This is an optimization exercise on Yosys and OpenROAD, whose aim is small area, a short achievable clock period and few clock cycles, not a production implementation. Only simulation tests tie the RTL to the original design; equivalence was not proved. Power figures rest on the tool's default switching activity, not on a simulated workload.

== the baseline ==
## bct_encoder
module bct_encoder (
    input  wire        clk,
    input  wire        rst,
    input  wire        start,
    output wire        ready,
    input  wire [15:0] cfg_len,     
    input  wire [1:0]  cfg_wsel,    
    input  wire        cfg_list,    
    input  wire        cfg_skip,    
    input  wire [5:0]  cfg_bw,      
    input  wire [15:0] cfg_mcl,     
    output reg         done,
    output reg         rd_req,
    output reg  [15:0] rd_idx,
    input  wire        rd_valid,
    input  wire [31:0] rd_data,
    output wire        out_valid,
    output wire [7:0]  out_data,
    input  wire        out_ready
);
    localparam K = 6;               
    localparam S_IDLE  = 4'd0;
    localparam S_RDL   = 4'd1;      
    localparam S_RDF   = 4'd2;      
    localparam S_NODE  = 4'd3;
    localparam S_SRCH  = 4'd4;
    localparam S_EMIT  = 4'd5;
    localparam S_LITW  = 4'd6;
    localparam S_LITP  = 4'd7;
    localparam S_LITL  = 4'd8;
    localparam S_RECD  = 4'd9;
    localparam S_CLOSE = 4'd10;
    localparam S_POPH  = 4'd11;     
    reg [3:0]  state;
    reg        list_r;
    reg        skip_r;
    reg [15:0] mcl_r;
    reg [5:0]  ebw_r;
    reg [15:0] f, e, l;
    reg [5:0]  b;
    reg [31:0] lowmask;             
    reg [4:0]  nb;                  
    reg        lit_f;               
    reg        pw2;                 
    reg [3:0]  lg2;                 
    reg        lupd;                
    reg [31:0] F, L;
    reg [31:0] P, A;                
    reg        cv;                  
    reg [15:0] lo, hi;
    reg        rec;                 
    reg        issued;              
    reg [31:0] pend;                
    reg [15:0] stk [0:K-1];
    reg [2:0]  scnt;
    reg [47:0] acc;
    reg [5:0]  cnt;
    reg        closing;
    reg        pv;                  
    reg [31:0] pval;
    reg [5:0]  pn;
    integer j;
    function [4:0] msb16;           
        input [15:0] v;
  ...
Size: ~5500 cells after synthesis, roughly 530 flip-flops, ~110 I/O pins, ~46000 sq um of cells after synthesis.
clock: 8.0 ns
lec_check: 0
cap_margin: 20
core_margin: 2
core_utilization: 40
place_density: 0.5
slew_margin: 20
run.sh (not shown) runs the stock make flow with config.mk's settings and CLKGATE_MAP_FILE= SYNTH_SCRIPT=/design/flow/synth_recipe.tcl, a recipe that flattens the netlist after the stock synthesis.
The baseline: no failed stages, no open violations at the end
Testbench counts of the baseline, summed over its fixed seeds: cycles 121,501.
Modified inputs, the candidate compared to the baseline
diff --git a/flow/design.v b/flow/design.v
--- a/flow/design.v
+++ b/flow/design.v
@@ -26,31 +26,28 @@
     localparam S_SRCH  = 4'd4;
     localparam S_EMIT  = 4'd5;
     localparam S_LITW  = 4'd6;
     localparam S_LITP  = 4'd7;
     localparam S_LITL  = 4'd8;
     localparam S_RECD  = 4'd9;
     localparam S_CLOSE = 4'd10;
-    localparam S_POPH  = 4'd11;     
     reg [3:0]  state;
     reg        list_r;
     reg        skip_r;
     reg [15:0] mcl_r;
     reg [5:0]  ebw_r;
     reg [15:0] f, e, l;
     reg [5:0]  b;
     reg [31:0] lowmask;             
     reg [4:0]  nb;                  
     reg        lit_f;               
     reg        pw2;                 
     reg [3:0]  lg2;                 
     reg        lupd;                
     reg [31:0] F, L;
-    reg [31:0] P, A;                
-    reg        cv;                  
     reg [15:0] lo, hi;
     reg        rec;                 
     reg        issued;              
     reg [31:0] pend;                
     reg [15:0] stk [0:K-1];
     reg [2:0]  scnt;
     reg [47:0] acc;
@@ -241,15 +238,14 @@
         if (rst) begin
             state  <= S_IDLE;
             done   <= 1'b0;
             rd_req <= 1'b0;
             pend   <= 32'd0;
             scnt   <= 3'd0;
             lupd   <= 1'b0;
-            cv     <= 1'b0;
         end else begin
             done <= 1'b0;
             lupd <= 1'b0;
             if (fl_we) l <= l_fl;
             case (state)
                 S_IDLE: begin
                     if (start) begin
@@ -324,18 +320,14 @@
                                 lowmask <= {1'b0, lowmask[31:1]};
                             end
                         end
                     end else if (l != 16'd2) begin
                         lo     <= fp1;
                         hi     <= e - 16'd1;
                         F      <= L;
-                        if (!b_one) begin
-                            P <= F;
-                            A <= F;
-                        end
                         rd_idx <= fe[16:1];
                         rd_req <= 1'b1;
                         state  <= S_SRCH;
                     end
                 end
                 S_SRCH: begin
                     if (rd_valid) begin
@@ -346,15 +338,14 @@
                                 rd_idx <= sum1[16:1];
                             end else begin
                                 rd_req <= 1'b0;
                                 state  <= rec ? S_RECD : S_EMIT;
                             end
                         end else begin
                             lo <= idxp1;
-                            if (!b_one) A <= rd_data;
                             if (cont0) begin
                                 rd_idx <= sum0[16:1];
                             end else begin
                                 rd_req <= 1'b0;
                                 state  <= rec ? S_RECD : S_EMIT;
                             end
                         end
@@ -392,15 +383,14 @@
                     f      <= lo;
                     rec    <= 1'b0;
                     rd_idx <= lo;
                     rd_req <= 1'b1;
                     state  <= S_RDF;
                 end
                 S_EMIT, S_LITL: ;
-                S_POPH: state <= S_NODE;
                 S_CLOSE: begin
                     if (!pv && (cnt == 6'd0 || (drain && cnt <= 6'd8))) begin
                         done  <= 1'b1;
                         state <= S_IDLE;
                     end
                 end
                 default: state <= S_IDLE;
@@ -410,45 +400,37 @@
                 stk[0] <= f;
                 for (j = 1; j < K; j = j + 1)
                     stk[j] <= stk[j-1];
                 if (scnt != K) scnt <= scnt + 3'd1;
                 f       <= s_emit;
                 b       <= b - 6'd1;
                 lowmask <= {1'b0, lowmask[31:1]};
-                if (state == S_NODE) begin
-                    F <= L;
-                    P <= F;
-                    A <= F;
-                end
-                cv      <= 1'b1;
+                if (state == S_NODE) F <= L;
                 state   <= S_NODE;
             end
             if (do_pop) begin
                 if (pend == 32'd0) begin
                     state <= S_CLOSE;
                 end else begin
                     pend[lv] <= 1'b0;
                     e        <= f;
                     b        <= {1'b0, lv};
                     lowmask  <= tmask({1'b0, lv});
                     rd_idx   <= f - 16'd1;
-                    rd_req   <= !cv;
-                    cv       <= 1'b0;
-                    F        <= P;
-                    L        <= A;
+                    rd_req   <= 1'b1;
                     if (scnt != 3'd0) begin
                         f    <= stk[0];
                         l    <= f - stk[0];
                         lupd <= 1'b1;
                         for (j = 0; j < K - 1; j = j + 1)
                             stk[j] <= stk[j+1];
                         scnt <= scnt - 3'd1;
                         rec  <= 1'b0;
                     end else begin
                         rec  <= 1'b1;
                     end
-                    state <= cv ? S_POPH : S_RDL;
+                    state <= S_RDL;
                 end
             end
         end
     end
 endmodule
[summary]
The candidate completed end to end with timing, DRC and antenna clean. On clock power, the higher figure sits with the baseline, not the candidate. The buffering overhead of the candidate and that of the baseline are within noise of each other. Taking the candidate over the baseline, the estimated wirelength of the detail-placed design ratio works out to 0.860. In the flow results for the baseline and the candidate, the headroom to the max-slew limit is larger on the baseline. Changes observed in the candidate relative to the baseline: initial standard-cell utilization of the core up 0.33 points; register share of total power saw an increase; area of all placed cells without fillers shows a reduction of about 12%. Looking at utilization after layout, the candidate sits 0.51 points higher than the baseline does. Looking at critical path depth, the candidate sits below the baseline. The candidate has sequential share of layout area below what the baseline had. Comparing the baseline and the candidate, the lower global-route usage is on the candidate.
Testbench counts of the candidate, summed over its fixed seeds: cycles 132,254.

[afterwards: timing with drivers on the ports]
The results above use ideal ports. As a check the final layouts listed here were re-extracted and re-timed, cells and wires unchanged.
Step 1, drivers: a clkbuf_16 drives clk and a buf_2 each remaining input, both assumed.
Step 2 adds t to the input delays and takes it off the output delays; t is the mean of the earliest and latest rising clock arrival at the registers after step 1. Input paths then give back, and output paths get back, about the clock's delay inside the block.
Slacks: ideal / step 1 / step 2; pairs: ideal / step 1.
run | t (ns) | setup WS [ns] | worst register clock-pin slew, ns | pins driven straight from the clock port
the baseline | 0.748 | 1.575 / 1.575 / 1.281 | 0.07 / 0.07 | 1
the candidate | 0.748 | 2.002 / 2.002 / 1.829 | 0.07 / 0.07 | 1
After both steps setup and hold are still met in every run listed. The setup slack of the baseline, which loses most, moves by 0.000 ns with the drivers and by -0.294 ns with both steps.
